Context: an optimization exercise on an open-source flow, tuned for a short achievable clock period and few clock cycles per item. The choices shown serve that exercise and are no tape-out recipe.
Where RTL was checked, it was by simulation tests only, not by an equivalence proof against the original.
Power is estimated from default activity; no workload was simulated.

==> build 75: inputs <==
==> flow/design.v (excerpt) <==
module tms1100_core (
    input  wire        clk,
    input  wire        rst,         
    output wire [10:0] rom_addr,    
    input  wire [7:0]  rom_data,    
    input  wire [3:0]  k_in,        
    output wire [4:0]  o_out,       
    output wire [10:0] r_out,       
    output wire        retire       
);
export LEC_CHECK = 0
export ABC_CLOCK_PERIOD_IN_PS = 2000
export CAP_MARGIN = 20
export CORE_MARGIN = 2
export CORE_UTILIZATION = 40
export SETUP_SLACK_MARGIN = 4.0
export SLEW_MARGIN = 20
create_clock -name core_clock -period 6.0 [get_ports {clk}]
run.sh (not shown) runs the stock make flow with config.mk's settings and CLKGATE_MAP_FILE= SYNTH_SCRIPT=/design/flow/synth_recipe.tcl, a recipe that flattens the netlist after the stock synthesis.
==> inputs of build 3, as changes to build 75 <==
--- a/flow/design.v
+++ b/flow/design.v
@@ -207,28 +207,25 @@
     wire [1:0] x_n    = ({2{x_comx}} & {~x[1], x[0]}) | ({2{x_ldx}} & {dop[1], dop[2]}) |
                         ({2{x_hold}} & x);
     wire [3:0] x_oh_n = ({4{x_comx}} & {x_oh[1:0], x_oh[3:2]}) |
                         ({4{x_ldx}} & {dop[1] & dop[2], dop[1] & ~dop[2], ~dop[1] & dop[2], ~dop[1] & ~dop[2]}) |
                         ({4{x_hold}} & x_oh);
     wire       sflag_n = y_inc ? y_oh[15] : ~y_oh[0];
     wire        base_seq = ~rec_b & ~if_bad;
     wire [10:0] fa_inc   = {fa[10:6], fa[5:0] + 6'd1};
-    wire        nt_next  = d_ok & (dop[7:6] == 2'b00) & (dop[4:1] == 4'b0010) &
-                           (dop[0] ? ~y_oh[15] : y_oh[0]);
-    wire        hit_p    = hit & ~nt_next;
-    wire [10:0] fa_base  = rec_b ? rec : if_bad ? fa_alt : hit_p ? btgt : fa_inc;
+    wire [10:0] fa_base  = rec_b ? rec : if_bad ? fa_alt : hit ? btgt : fa_inc;
     wire        sel_br   = (d_ok & ~d_pred & (~ls_k | ls_v) & d_br) | p_fix;
     wire        sel_rt   = d_ok & d_retn;
     wire        sel_ty   = d_ok & d_ty;
     wire        sel_none = ~(sel_br | sel_rt | sel_ty);
     wire [10:0] fa_n     = ({11{sel_br}} & {br_hi, dop[5:0]}) | ({11{sel_rt}} & rt_addr) |
                            ({11{sel_ty}} & seq_cur) | ({11{sel_none}} & fa_base);
     wire        dv_n     = sel_br ? d_pend : (sel_none & base_seq);
-    wire        pred_n   = sel_none & base_seq & hit_p;
+    wire        pred_n   = sel_none & base_seq & hit;
     reg d_we, d_wd_a, d_wd_c4, d_wd_bit;
     reg d_a_m, d_a_k, d_a_y, d_a_0, d_a_sum;
     reg d_s_sum, d_s_mnea, d_s_ynea, d_s_knez, d_s_tbit, d_s_mnez, d_s_ynec, d_sfl;
     reg d_x_m, d_x_c4, d_y_na, d_y_a, d_y_15, d_cin;
     reg d_tdo, d_rstr, d_setr, d_tay, d_tmy;
     always @(*) begin
         {d_we, d_wd_a, d_wd_c4, d_wd_bit} = 4'b0;
         {d_a_m, d_a_k, d_a_y, d_a_0, d_a_sum} = 5'b0;
- ABC_CLOCK_PERIOD_IN_PS: 2000 -> 1200
==> inputs of trial 61, as changes to build 75 <==
--- a/flow/design.v
+++ b/flow/design.v
@@ -207,28 +207,25 @@
     wire [1:0] x_n    = ({2{x_comx}} & {~x[1], x[0]}) | ({2{x_ldx}} & {dop[1], dop[2]}) |
                         ({2{x_hold}} & x);
     wire [3:0] x_oh_n = ({4{x_comx}} & {x_oh[1:0], x_oh[3:2]}) |
                         ({4{x_ldx}} & {dop[1] & dop[2], dop[1] & ~dop[2], ~dop[1] & dop[2], ~dop[1] & ~dop[2]}) |
                         ({4{x_hold}} & x_oh);
     wire       sflag_n = y_inc ? y_oh[15] : ~y_oh[0];
     wire        base_seq = ~rec_b & ~if_bad;
     wire [10:0] fa_inc   = {fa[10:6], fa[5:0] + 6'd1};
-    wire        nt_next  = d_ok & (dop[7:6] == 2'b00) & (dop[4:1] == 4'b0010) &
-                           (dop[0] ? ~y_oh[15] : y_oh[0]);
-    wire        hit_p    = hit & ~nt_next;
-    wire [10:0] fa_base  = rec_b ? rec : if_bad ? fa_alt : hit_p ? btgt : fa_inc;
+    wire [10:0] fa_base  = rec_b ? rec : if_bad ? fa_alt : hit ? btgt : fa_inc;
     wire        sel_br   = (d_ok & ~d_pred & (~ls_k | ls_v) & d_br) | p_fix;
     wire        sel_rt   = d_ok & d_retn;
     wire        sel_ty   = d_ok & d_ty;
     wire        sel_none = ~(sel_br | sel_rt | sel_ty);
     wire [10:0] fa_n     = ({11{sel_br}} & {br_hi, dop[5:0]}) | ({11{sel_rt}} & rt_addr) |
                            ({11{sel_ty}} & seq_cur) | ({11{sel_none}} & fa_base);
     wire        dv_n     = sel_br ? d_pend : (sel_none & base_seq);
-    wire        pred_n   = sel_none & base_seq & hit_p;
+    wire        pred_n   = sel_none & base_seq & hit;
     reg d_we, d_wd_a, d_wd_c4, d_wd_bit;
     reg d_a_m, d_a_k, d_a_y, d_a_0, d_a_sum;
     reg d_s_sum, d_s_mnea, d_s_ynea, d_s_knez, d_s_tbit, d_s_mnez, d_s_ynec, d_sfl;
     reg d_x_m, d_x_c4, d_y_na, d_y_a, d_y_15, d_cin;
     reg d_tdo, d_rstr, d_setr, d_tay, d_tmy;
     always @(*) begin
         {d_we, d_wd_a, d_wd_c4, d_wd_bit} = 4'b0;
         {d_a_m, d_a_k, d_a_y, d_a_0, d_a_sum} = 5'b0;
==> results.txt <==
                                                                                build 75                 trial 61                  build 3
Status                                                           complete, no violations  complete, no violations  complete, no violations
Xor/xnor share of the synthesized area                                           0.01928                  0.01810                  0.01810
Req. time, crit path                                                             6.52 ns                  4.80 ns                  4.80 ns
Floorplan Core Area                                                         52,550 sq um             52,340 sq um             52,340 sq um
Final Routed Wirelength                                                   87,050 microns           82,680 microns           82,680 microns
Count of inserted antenna diode cells                                                  1                        0                        0
Router iterations before antenna repair                                                8                        5                        5
Drt first-iter violations                                                          2,846                    2,347                    2,347
Worst clock skew                                                              0.03175 ns               0.01912 ns               0.01912 ns
Flop+latch power                                                                 3.43 mW                  3.44 mW                  3.44 mW
Worst-case hold slack                                                          0.3497 ns                0.3572 ns                0.3572 ns
Switching Share                                                                   0.2431                   0.2377                   0.2377
Detailed route wirelength on metal3                                         9642 microns             7325 microns             7325 microns
Share of synthesized area spent on multiplexers                                  0.01321                  0.02083                  0.02083
Share of the synthesized area in compound gates (AO/OA/AOI/OAI)                   0.2380                   0.2277                   0.2277
Total power                                                                     7.510 mW                 7.333 mW                 7.333 mW
Testbench counts of build 3, summed over its fixed seeds: cycles 70,928, instructions 64,000.
Testbench counts of trial 61, summed over its fixed seeds: cycles 70,928, instructions 64,000.
For build 75, only the layout was checked, not whether the RTL still works.

what the ideal ports hide:
No port has a modelled driver above. Below, the same layouts with a new extraction and two added sets of constraints.
Step 1, drivers: a clkbuf_16 drives clk and a buf_2 each remaining input, both assumed.
Step 2 times the ports against the registers' clock, not the clock port: input delays grow and output delays shrink by t, the midpoint of the rising clock arrivals with the driver on.
Three values: no drivers, after step 1, after step 2; two values: the first two.
run | t (ns) | setup slack, ns | hold WS [ns] | latest minus earliest clock arrival (ns)
build 75 | 0.690 | 3.536 / 3.507 / 2.956 | 0.350 / 0.350 / 0.350 | 0.032 / 0.033
build 3 | 0.665 | 3.587 / 3.528 / 2.973 | 0.357 / 0.357 / 0.357 | 0.020 / 0.019
trial 61 | 0.665 | 3.587 / 3.528 / 2.973 | 0.357 / 0.357 / 0.357 | 0.020 / 0.019
After both steps every run listed still meets setup and hold.
